From an optimization exercise on the open Yosys and OpenROAD flow, aimed at small area, a short achievable clock period and few clock cycles per item; shortcuts taken in it are not production practice. The RTL was checked by simulation tests, not by an equivalence proof against the original design.

## flow/design.v (module list and top-level ports; edited modules follow where they fit)
// module bmp_hv: 3198 lines
module bmp_hv #(
    parameter LINEBUF_CAP = 4096
) (
    input  wire         clk,
    input  wire         rst,           
    input  wire         in_valid,
    output wire         in_ready,
    input  wire         mode,          
    input  wire [431:0] hdr,           
    input  wire [63:0]  file_size,
    input  wire [15:0]  payload_len,
    output reg          done,
    output reg  [31:0]  v_width,       
    output reg  [31:0]  v_height,      
    output reg  [33:0]  v_stride,      
    output reg  [1:0]   v_pad,
    output reg  [64:0]  v_datalen,     
    output reg  [4:0]   pass_count,
    output reg  [15:0]  chk_mask,
    output reg  [1:0]   v_valid,       
    output reg  [15:0]  paylen
);
  // ...
==> flow/flow/run.sh <==
#!/bin/bash
# The standard ORFS layout (the standard.sh, unchanged synthesis), with
#  - the timing repair steps asked to leave a setup margin, so that they
#    optimise the paths towards a shorter period than the 16 ns constraint;
#  - the port buffers made of plain buffers (buf_1, resizable within the buf
#    footprint) instead of the delay buffer the default picks.
set -euo pipefail
bash standard.sh "SETUP_SLACK_MARGIN=${MARGIN:-12.5}" \
  "BUFFER_PORTS_ARGS=-buffer_cell sky130_fd_sc_hd__buf_1" finish > standard.log 2>&1
==> flow/standard.sh <==
#!/bin/bash
# synth_recipe.tcl (not shown) runs the flow's synth.tcl, then flattens the netlist and writes it again
# the make line also repeats each setting of config.mk as NAME=value (left out here)
make -C /OpenROAD-flow-scripts/flow DESIGN_CONFIG=/design/flow/config.mk WORK_HOME=/design/flow/orfs CLKGATE_MAP_FILE= SYNTH_SCRIPT=/design/flow/synth_recipe.tcl "${@:-finish}"
==> flow/config.mk <==
export PLATFORM = sky130hd
export DESIGN_NAME = bmp_hv
export DESIGN_NICKNAME = bmp_hv
export VERILOG_FILES = /design/flow/design.v
export SDC_FILE = /design/flow/constraint.sdc
export NUM_CORES = 4
export LEC_CHECK = 0
export CAP_MARGIN = 20
export CORE_MARGIN = 2
export CORE_UTILIZATION = 50
export CTS_CLUSTER_DIAMETER = 200
export CTS_CLUSTER_SIZE = 24
export PLACE_DENSITY = 0.65
export SLEW_MARGIN = 20
==> flow/constraint.sdc <==
create_clock -name core_clock -period 16.0 [get_ports {clk}]
set_input_delay 3.2000 -clock core_clock [delete_from_list [all_inputs] [get_ports {clk}]]
set_output_delay 3.2000 -clock core_clock [all_outputs]
set_load 0.01 [all_outputs]
==> results.py, run 1 <==
metrics = {
    "synthesis": {
        "synth_top_cell_by_area": "dfxtp_1",
        "yosysSeqAreaShare_pct": 34.9,
        "syn_avg_cell_area_um2": 10.7,
        "syn_inst": 5124,
        "synth_compound_area_share_pct": 10.3,
        "synth_top_family_by_area": "adder cells",
        "synth-adder-area-share_pct": 29.5,
    },
    "grt": {
        "grt_use_met3_pct": 15.9,
        "grt_max_degree": 35,
        "grt_busiest_layer": "met2",
        "met2_usage_pct": 50.2,
        "grt_pass1_vias": 43717,
    },
    "place": {
        "place_ws_ps": 10440,
        "hpwl_um": 119000,
        "gp_congestion": 1.07,
        "io_buffers": 603,
    },
    "sta": {
        "clock.fmax_ghz": 0.228,
    },
    "finish": {
        "diodes": 8,
        "nets": 7344,
        "multi_input_area_share_pct": 50.0,
        "utilization_pct": 63.7,
        "top_regs": "s0_fs: 64 flops, s2_ps: 64 flops, v_datalen: 63 flops",
    },
    "drt": {
        "routed-via-count": 42393,
        "routed_via_density": 5.82,
        "met3_length_um": 27300,
    },
    "worst_hold_path": {
        "hp-class": "flip-flop to flip-flop",
        "min_to": "v_stride[11]",
    },
    "floorplanning": {
        "start_util_pct": 50.5,
        "dieArea_um2": 113000,
        "die_w_um": 336,
    },
    "setup_path": {
        "rr_worst_depth": 14,
        "cp_num_cells": 1,
        "crit_path_end_kind": "output port",
        "crit_path_start_kind": "flip-flop",
    },
    "clock_tree": {
        "cts_hold_buf": 0,
    },
    "status": {
        "status": "timing/DRC/antenna clean",
    },
}
Testbench counts, summed over its fixed seeds: cycles 3,224, items 3,200.
==> run 2: changes to the inputs <==
--- a/flow/design.v
+++ b/flow/design.v
@@ -39,27 +39,29 @@
     wire [32:0] e_c = ~file_size[32:0];
     wire [32:0] e_s = e_a ^ e_b ^ e_c;
     wire [32:0] e_k = (e_a & e_b) | (e_a & e_c) | (e_b & e_c);
     wire        simg_eq = (&(e_s ^ {e_k[31:0], 1'b0})) && (file_size[63:33] == 31'd0);
     reg         s0_valid;
     reg         s0_mode;
     reg  [31:0] s0_w;
     reg  [31:0] s0_h;
-    reg  [63:0] s0_fs;
+    reg  [61:0] s0_f;        
+    reg         s0_f_ok;     
     reg  [15:0] s0_pl;       
     reg  [9:0]  s0_chk;      
     reg         s0_c10;
     always @(posedge clk) begin
         if (rst) s0_valid <= 1'b0;
         else     s0_valid <= in_valid;
         s0_mode <= mode;
         s0_w    <= w_in;
         s0_h    <= h_in;
-        s0_fs   <= file_size;
+        s0_f    <= file_size[63:2];
+        s0_f_ok <= (file_size[1:0] == 2'b10);
         s0_pl   <= mode ? 16'd0 : payload_len;
         s0_chk  <= {imp == 32'd0, used == 32'd0, comp == 32'd0, bpp == 16'd24,
                     planes == 16'd1, isize == 32'd40, off == 32'd54, res1 == 16'd0,
                     sig1 == 8'h4D, sig0 == 8'h42};
         s0_c10  <= (simg == 32'd0) || simg_eq;
     end
     wire [31:0] w_raw = s0_w;
     wire [31:0] h_raw = s0_h;
@@ -483,60 +485,47 @@
     wire s0_hnz    = (h_raw != 32'd0);
     wire s0_h1     = (h_raw == 32'd1) || (h_raw == 32'hFFFFFFFF);
     wire s0_h2     = (h_raw == 32'd2) || (h_raw == 32'hFFFFFFFE);
     wire s0_wh_le2 = ((w_raw == 32'd1) && (s0_h1 || s0_h2)) || ((w_raw == 32'd2) && s0_h1);
     wire s0_c6     = s0_mode ? (s0_wpos && s0_hnz && !s0_wh_le2) : (s0_wpos && s0_hnz);
     wire s0_c13    = ($signed(w_raw) <= 32'sd1365);
     wire s0_wbig   = ($signed(w_raw) >= 32'sd65538);
     wire s0_hbig   = ($signed(h_raw) >= 32'sd65538) || ($signed(h_raw) <= -32'sd65538);
-    wire [18:0] s0_hx = h_raw[18:0] ^ {19{h_raw[31]}};
-    wire [18:0] s0_q  = {s0_pl, 1'b0} + {3'd0, s0_pl} + 19'd6
-                      + (w_raw[0] ? s0_hx : 19'd0) + (w_raw[1] ? {s0_hx[17:0], 1'b0} : 19'd0)
-                      + {17'd0, w_raw[1] & h_raw[31], w_raw[0] & h_raw[31]};
-    wire [3:0]  s0_cnt = s0_chk[0] + s0_chk[1] + s0_chk[2] + s0_chk[3] + s0_chk[4]
-                       + s0_chk[5] + s0_chk[6] + s0_chk[7] + s0_chk[8] + s0_chk[9]
-                       + s0_c10 + s0_c6 + s0_c13 + 4'd1;
     reg         s1_valid;
     reg         s1_mode;
     reg  [31:0] s1_w;
     reg  [31:0] s1_h;        
     reg  [15:0] s1_bneg, s1_bone, s1_btwo;    
     reg  [31:0] s1_t;        
     reg  [61:0] s1_f;        
     reg         s1_f_ok;     
     reg  [15:0] s1_pl;       
     reg  [9:0]  s1_chk;      
     reg         s1_c10, s1_c6, s1_c13;
-    reg  [3:0]  s1_cnt;      
-    reg         s1_all;      
     reg         s1_c16_yes, s1_c16_cmp;
-    reg  [18:0] s1_q;
     always @(posedge clk) begin
         if (rst) s1_valid <= 1'b0;
         else     s1_valid <= s0_valid;
         s1_mode    <= s0_mode;
         s1_w       <= w_raw;
         s1_h       <= h_raw;
         s1_bneg    <= bd_neg;
         s1_bone    <= bd_one;
         s1_btwo    <= bd_two;
         s1_t       <= t_val;
-        s1_f       <= s0_fs[63:2];
-        s1_f_ok    <= (s0_fs[1:0] == 2'b10);
+        s1_f       <= s0_f;
+        s1_f_ok    <= s0_f_ok;
         s1_pl      <= s0_pl;
         s1_chk     <= s0_chk;
         s1_c10     <= s0_c10;
         s1_c6      <= s0_c6;
         s1_c13     <= s0_c13;
-        s1_cnt     <= s0_cnt;
-        s1_all     <= (&s0_chk) && s0_c10 && s0_c6 && s0_c13;
         s1_c16_yes <= !s0_mode && s0_wpos && s0_hnz && (s0_wbig || s0_hbig);
         s1_c16_cmp <= !s0_mode && s0_wpos && s0_hnz && !s0_wbig && !s0_hbig;
-        s1_q       <= s0_q;
     end
     wire [63:0] tree_s, tree_c;
     wire [31:0] h_abs;       
     wire ho_335 = s1_h[1] | s1_h[0];
     wire ho_336 = s1_h[3] | s1_h[2];
     wire ho_337 = s1_h[5] | s1_h[4];
     wire ho_338 = s1_h[7] | s1_h[6];
     wire ho_339 = s1_h[9] | s1_h[8];
@@ -2315,16 +2304,23 @@
     assign tree_s[60] = t_1953;
     assign tree_c[60] = t_1954;
     assign tree_s[61] = t_1955;
     assign tree_c[61] = t_1956;
     assign tree_s[62] = t_1957;
     assign tree_c[62] = t_1958;
     assign tree_s[63] = t_1959;
     assign tree_c[63] = pp_969;
+    wire [18:0] s1_hx = s1_h[18:0] ^ {19{s1_h[31]}};
+    wire [18:0] s1_q  = {s1_pl, 1'b0} + {3'd0, s1_pl} + 19'd6
+                      + (s1_w[0] ? s1_hx : 19'd0) + (s1_w[1] ? {s1_hx[17:0], 1'b0} : 19'd0)
+                      + {17'd0, s1_w[1] & s1_h[31], s1_w[0] & s1_h[31]};
+    wire [3:0]  s1_cnt = s1_chk[0] + s1_chk[1] + s1_chk[2] + s1_chk[3] + s1_chk[4]
+                       + s1_chk[5] + s1_chk[6] + s1_chk[7] + s1_chk[8] + s1_chk[9]
+                       + s1_c10 + s1_c6 + s1_c13 + 4'd1;
     reg         s2_valid;
     reg         s2_mode;
     reg  [31:0] s2_w;
     reg  [31:0] s2_h;
     reg  [31:0] s2_t;
     reg  [63:0] s2_ps, s2_pc;
     reg  [61:0] s2_f;
     reg         s2_f_ok;
@@ -2347,17 +2343,17 @@
         s2_f       <= s1_f;
         s2_f_ok    <= s1_f_ok;
         s2_pl      <= s1_pl;
         s2_chk     <= s1_chk;
         s2_c10     <= s1_c10;
         s2_c6      <= s1_c6;
         s2_c13     <= s1_c13;
         s2_cnt     <= s1_cnt;
-        s2_all     <= s1_all;
+        s2_all     <= (&s1_chk) && s1_c10 && s1_c6 && s1_c13;
         s2_c16_yes <= s1_c16_yes;
         s2_c16_cmp <= s1_c16_cmp;
         s2_q       <= s1_q;
     end
     wire [62:0] ht;          
     wire [63:0] f_mis;
     wire fa_1960 = s2_ps[0] ^ s2_pc[0];
     wire fa_1961 = s2_ps[1] ^ s2_pc[1];
==> flow/flow/run.sh (replaced) <==
#!/bin/bash
# The standard ORFS layout (the standard.sh, unchanged synthesis), with
#  - the timing repair steps asked to leave a setup margin, so that they
#    optimise the paths towards a shorter period than the 16 ns constraint;
#  - the port buffers made of plain buffers (buf_1, resizable within the buf
#    footprint) instead of the delay buffer the default picks.
set -euo pipefail
bash standard.sh "SETUP_SLACK_MARGIN=${MARGIN:-11.5}" \
  "BUFFER_PORTS_ARGS=-buffer_cell sky130_fd_sc_hd__buf_1" finish > standard.log 2>&1
==> results.py, run 2 <==
metrics = {
    "grt": {
        "grt.overflow.total": 0,
        "grt_max_degree": 35,
        "met2_usage_pct": 44.6,
        "grt_pass1_wl_um": 241000,
        "grt_pass1_vias": 39429,
        "grt_use_total_pct": 28.8,
        "grt_busiest_layer": "met2",
        "grt_use_met3_pct": 7.74,
        "antenna_found_initial": 9,
        "grt_util_met1_pct": 39.0,
    },
    "sta": {
        "fin_setup_tns_ps": 0,
        "grt_setup_unrepaired": "yes",
        "clock.fmax_ghz": 0.225,
        "finalSetupViolCount": 0,
        "period_share_pct": 27.7,
        "tightest_slew_ps": 1090,
        "final-hold-violation-count": 0,
        "skew_ps": 47.3,
        "setup_slack_ps": 11560,
        "slew_headroom_pct": 26.5,
        "slew_viol_final": 0,
        "period_needed_ps": 4440,
    },
    "setup_path": {
        "r2r_start": "s1_btwo[11]",
        "crit_path_start_kind": "flip-flop",
        "r2r_slack_ps": 11560,
        "r2r_end": "s2_pc[35]",
        "startpoint": "v_height[22]",
        "crit_path_end_kind": "output port",
        "path_cells": "buf_1",
        "critPathTopFamily": "flip-flops",
        "crit_path_max_fanout": 1,
        "crit_arrival_ps": 1240,
        "required_ps": 12800,
        "crit_slowest_cell": "dfxtp_1",
        "critical_path_class": "flip-flop to output port",
        "crit_end": "v_height[22]",
        "cp_num_cells": 1,
        "cp_num_buf_inv": 1,
        "rr_worst_depth": 11,
        "cpPeakStageDelay_ps": 320,
    },
    "finish": {
        "top_regs": "s2_ps: 64 flops, v_datalen: 63 flops",
        "layout_common_cells": "867 x dfxtp_1, 731 x inv_1, 599 x buf_1",
        "final_common_cell": "dfxtp_1",
        "fin_area_um2": 59700,
        "nets": 6946,
        "final_cells": 6883,
        "largest-register": "s2_ps",
        "syn_to_final_growth_pct": 10.5,
        "largest_register_ffs": 64,
        "utilization_pct": 55.7,
        "layout-drive-gt1-share_pct": 4.66,
    },
    "floorplanning": {
        "start_util_pct": 50.4,
        "dieArea_um2": 111000,
        "die_h_um": 333,
        "core_area_um2": 107000,
        "std_cell_rows": 120,
        "io_pins": 722,
        "die_w_um": 333,
    },
    "clock_tree": {
        "cts_sinks": 934,
        "root_buffer": "clkbuf_16",
        "htree_levels": 2,
        "cts-buffers-inserted": 44,
        "path_clk_slew_ps": 110,
        "cts_buffer_depth": 3,
        "clk_latency_ps": 670,
        "cts_tree": "yes",
    },
    "drt": {
        "drc": 0,
        "routed_via_density": 5.58,
        "postRouteAntennaNets": 0,
        "first_pass_iters": 7,
        "wl_um": 164000,
        "post_drt_wl_per_cell_um": 23.8,
        "drt_iter0_drc": 3675,
        "routed-via-count": 38403,
    },
    "flow_run": {
        "max_cap_violations": 0,
    },
    "synthesis": {
        "synth_top_cell_by_area": "dfxtp_1",
        "yosys_warnings": 1,
        "syn_inst": 5027,
        "synth_top_cell_area_share_pct": 34.6,
        "yosysMostFrequentCell": "dfxtp_1",
        "synth_commonest_cells": "934 x dfxtp_1, 731 x inv_1, 541 x fa_1",
        "yosysSeqAreaShare_pct": 34.6,
        "ys_seq_elements": 934,
        "ys_async_sr_fraction_pct": 0,
        "syn_avg_cell_area_um2": 10.8,
        "synth.area.top_cells": "dfxtp_1 35%, fa_1 20%, ha_1 9.6%",
        "synth_edf_count": 0,
        "synth_area_um2": 54000,
        "synthFlopType": "dfxtp_1",
        "synth_cell_types": 68,
    },
    "place": {
        "place_ws_ps": 10640,
        "io_buffers": 603,
        "numPlacedInstances": 6797,
        "gp_congestion": 0.943,
        "placed_area_um2": 57400,
        "hpwl_um": 113000,
    },
    "status": {
        "status": "timing/DRC/antenna clean",
    },
    "worst_hold_path": {
        "hp-class": "flip-flop to flip-flop",
    },
}
-- run 2: changes by cell type after synthesis, sizes merged, moves of 6 or more --
cell | before | now
xor2 | 327 | 363
inv | 761 | 732
dfxtp | 959 | 934
buf | 46 | 57
clkbuf | 249 | 238
nand2b | 27 | 17
maj3 | 3 | 12
fa | 549 | 541
nand4 | 57 | 65
a22oi | 486 | 493
nand3b | 8 | 1
nor4b | 13 | 6
nor2b | 36 | 30
o41ai | 0 | 6
-- run 2: metrics by stage --
stage	hold slack, ps
after floorplan	310
after detailed placement	312
after CTS	324
final	317
after global placement	311
after global routing	323
-- run 2: timing repair --
item,4_1_cts,5_1_grt
resized for setup,62,74
endpoints found under the setup margin,38,37
hold endpoints to repair,0,0
setup buffers,1,30
gates cloned,3,0
hold buffers,0,0
pin swaps,7,11
-- run 2: worst min path at each step --
stage	from	endpoint	slack [ps]	depth (start not counted)
2_1_floorplan	s2_chk[0]	chk_mask[0]	310	0
6_report	s2_chk[1]	chk_mask[1]	320	0
5_1_grt	s1_f[14]	s2_f[14]	320	0
3_5_place_dp	s0_f[46]	s1_f[46]	310	0
3_3_place_gp	s2_pl[10]	paylen[10]	310	0
4_1_cts	s1_f[1]	s2_f[1]	320	0
-- run 2: per-layer routing --
| layer | wire [um] | vias up |
|---|---|---|
| met5 | 82 | - |
| met4 | 6600 | 10 |
| met3 | 17700 | 407 |
| met2 | 71200 | 2077 |
| met1 | 68500 | 18679 |
| li1 | - | 17230 |
-- run 2: kinds of logic (layout without fill, tap and decap cells) --
logic type                 after synthesis  in the layout  synth area share, %
adders and majority gates              968            968                 29.9
DFF                                    934            934                 34.6
muxes                                   11             11                0.213
other                                    2             10               0.0139
AOI/OAI and AO/OA                      769            769                 10.1
xor gates and xnor gates               775            775                 12.6
and+or+nand+nor                        541            541                 5.46
buffers and inverters                 1027           1472                 7.20
-- run 2: cell type report --
type / count / area [um2]
Antenna cell: 4 / 10.0
Clock buffer: 46 / 1140
Clock inverter: 2 / 40.0
Fill cell: 9383 / 47500
Inverter: 732 / 2750
Multi-Input combinational cell: 3070 / 31600
Sequential cell: 934 / 18800
Tap cell: 1403 / 1760
Timing Repair Buffer: 692 / 3570
Testbench counts of run 2, summed over its fixed seeds: cycles 3,224, items 3,200.
==> run 3: changes to the inputs <==
--- a/flow/flow/run.sh
+++ b/flow/flow/run.sh
@@ -5,5 +5,5 @@
 #  - the port buffers made of plain buffers (buf_1, resizable within the buf
 #    footprint) instead of the delay buffer the default picks.
 set -euo pipefail
-bash standard.sh "SETUP_SLACK_MARGIN=${MARGIN:-11.5}" \
+bash standard.sh "SETUP_SLACK_MARGIN=${MARGIN:-11.75}" \
   "BUFFER_PORTS_ARGS=-buffer_cell sky130_fd_sc_hd__buf_1" finish > standard.log 2>&1
==> results.py, run 3 <==
metrics = {
    "status": {
        "status": "timing/DRC/antenna clean",
    },
    "setup_path": {
        "cpPeakStageDelay_ps": 370,
        "crit_arrival_ps": 1150,
        "crit_path_max_fanout": 1,
        "critPathTopFamily": "flip-flops",
        "crit_path_start_kind": "flip-flop",
        "critical_path_class": "flip-flop to output port",
        "path_cells": "buf_6",
        "crit_path_end_kind": "output port",
        "required_ps": 12800,
        "crit_slowest_cell": "dfxtp_4",
        "cp_num_buf_inv": 1,
    },
    "sta": {
        "period_share_pct": 27.2,
        "finalSetupViolCount": 0,
        "final-hold-violation-count": 0,
        "tightest_slew_ps": 1090,
        "slew_viol_final": 0,
        "skew_ps": 22.2,
        "clock.fmax_ghz": 0.230,
        "period_needed_ps": 4350,
        "fin_setup_tns_ps": 0,
        "grt_setup_unrepaired": "yes",
        "setup_slack_ps": 11650,
        "slew_headroom_pct": 26.7,
    },
    "place": {
        "io_buffers": 603,
        "hpwl_um": 113000,
        "numPlacedInstances": 6806,
        "place_ws_ps": 10710,
        "gp_congestion": 0.929,
    },
    "synthesis": {
        "synthSimpleGateAreaFrac_pct": 5.46,
        "synth_top_cell_by_area": "dfxtp_1",
        "synth_edf_count": 0,
        "yosysMostFrequentCell": "dfxtp_1",
        "synth_top_cell_area_share_pct": 34.6,
        "synth_cell_types": 68,
        "synthFlopType": "dfxtp_1",
        "yosys_warnings": 1,
        "synth_top_family_by_area": "adder cells",
        "synth-adder-area-share_pct": 29.9,
        "synth_area_um2": 54000,
        "yosysSeqAreaShare_pct": 34.6,
        "syn_inst": 5027,
        "synth-xor-area-share_pct": 12.6,
        "synth_mux_area_share_pct": 0.213,
        "ys_seq_elements": 934,
        "ys_async_sr_fraction_pct": 0,
        "syn_avg_cell_area_um2": 10.8,
        "synth_compound_area_share_pct": 10.1,
        "synth_commonest_cells": "934 x dfxtp_1, 731 x inv_1, 541 x fa_1",
        "synth.area.top_cells": "dfxtp_1 35%, fa_1 20%, ha_1 9.6%",
    },
    "floorplanning": {
        "std_cell_rows": 120,
        "dieArea_um2": 111000,
        "start_util_pct": 50.4,
        "io_pins": 722,
        "core_area_um2": 107000,
        "die_h_um": 333,
        "die_w_um": 333,
    },
    "clock_tree": {
        "clk_latency_ps": 660,
        "cts_buffer_depth": 3,
        "cts_hold_buf": 0,
        "cts_sinks": 934,
        "path_clk_slew_ps": 100,
        "cts-buffers-inserted": 44,
        "htree_levels": 2,
        "root_buffer": "clkbuf_16",
        "cts_tree": "yes",
    },
    "finish": {
        "top_regs": "s2_ps: 64 flops, v_datalen: 63 flops",
        "largest_register_ffs": 64,
        "syn_to_final_growth_pct": 16.2,
        "final_cells": 6970,
        "layout_common_cells": "724 x inv_1, 711 x dfxtp_1, 511 x fa_1",
        "utilization_pct": 58.6,
        "largest-register": "s2_ps",
        "num-fill-cells": 8965,
        "layout-drive-gt1-share_pct": 14.0,
        "nets": 7032,
        "final_common_cell": "inv_1",
    },
    "grt": {
        "grt_max_degree": 39,
        "grt_pass1_vias": 39174,
        "grt_use_met3_pct": 9.31,
        "grt_util_met1_pct": 39.1,
        "met2_usage_pct": 43.4,
        "grt_use_total_pct": 29.0,
        "grt_pass1_wl_um": 242000,
        "antenna_found_initial": 9,
        "grt_busiest_layer": "met2",
        "grt.overflow.total": 0,
    },
    "drt": {
        "routed_via_density": 5.60,
        "first_pass_iters": 8,
        "drt_iter0_drc": 3462,
        "postRouteAntennaNets": 0,
        "drc": 0,
        "post_drt_wl_per_cell_um": 24.1,
        "routed-via-count": 39057,
        "wl_um": 168000,
    },
    "worst_hold_path": {
        "hp-class": "flip-flop to flip-flop",
    },
    "flow_run": {
        "max_cap_violations": 0,
    },
}
[run 3: repair_timing]
| item | 4_1_cts | 5_1_grt |
|---|---|---|
| setup endpoints to repair | 250 | 244 |
| gates resized for setup | 603 | 235 |
| cloned | 2 | 18 |
| pin swaps | 28 | 69 |
| setup buffers | 45 | 46 |
[run 3: cells by family after synthesis]
group / after synthesis
AO/OA/AOI/OAI: 769
XOR/XNOR: 775
adder cells (fa/ha/maj): 968
buffers and inverters: 1027
flip-flops: 934
multiplexers: 11
other: 2
AND/OR/NAND/NOR: 541
[run 3: per-stage QoR]
stage               cell area [um2]  hold slack [ps]
floorplan                     54200              310
global placement              57500              310
global route                  62800              320
CTS                           61100              312
finish                        62800              315
detailed placement            57500              312
[run 3: per-layer routing]
metal	up-vias	wire (um)	share of wire, %
li1	17428	-	-
met1	18930	68200	41
met2	2255	72200	43
met3	436	20500	12
met4	8	6770	4.0
met5	-	186	0.11
[run 3: cell type report]
type / instances / area [um2] / share of cell area, %
multi-input cells: 3070 / 32000 / 50.9
flip-flops and latches: 934 / 19100 / 30.4
repair buffers: 778 / 6010 / 9.57
inverters: 732 / 2760 / 4.39
well taps: 1403 / 1760 / 2.80
clock buffers: 46 / 1140 / 1.82
clock inverters: 2 / 40.0 / 0.0638
diodes: 5 / 12.5 / 0.0199
[run 3: worst paths after layout]
path	slack, ps	to	cells past startpoint	from
setup / recovery	11650	v_stride[14]	1	v_stride[14]
hold reg to reg	320	v_width[21]	0	s2_w[21]
setup reg to reg	11730	s2_pc[35]	11	s1_btwo[9]
hold / removal	320	v_width[21]	0	s2_w[21]

port drivers added, routing unchanged:
The flow's constraints put no driver on any port. The routed layouts listed below were extracted and timed again, unchanged, in two steps. Step 1, drivers: a clkbuf_16 drives clk and a buf_2 each remaining input, both assumed. Step 2 adds t to the input delays and takes it off the output delays; t is the mean of the earliest and latest rising clock arrival at the registers after step 1. Input paths then give back, and output paths get back, about the clock's delay inside the block. Three values: ideal, step 1, step 2; two values: the first two.
| run | shift t [ns] | setup WS [ns] | worst register clock-pin slew, ns |
|---|---|---|---|
| run 1 | 0.755 | 11.609 / 11.538 / 11.015 | 0.12 / 0.12 |
| run 2 | 0.707 | 11.561 / 11.498 / 10.940 | 0.11 / 0.11 |
| run 3 | 0.722 | 11.652 / 11.575 / 11.184 | 0.10 / 0.10 |
After both steps setup and hold are still met in every run listed. For run 2, which loses most, drivers alone change the setup slack by -0.063 ns; drivers and shift together by -0.621 ns.
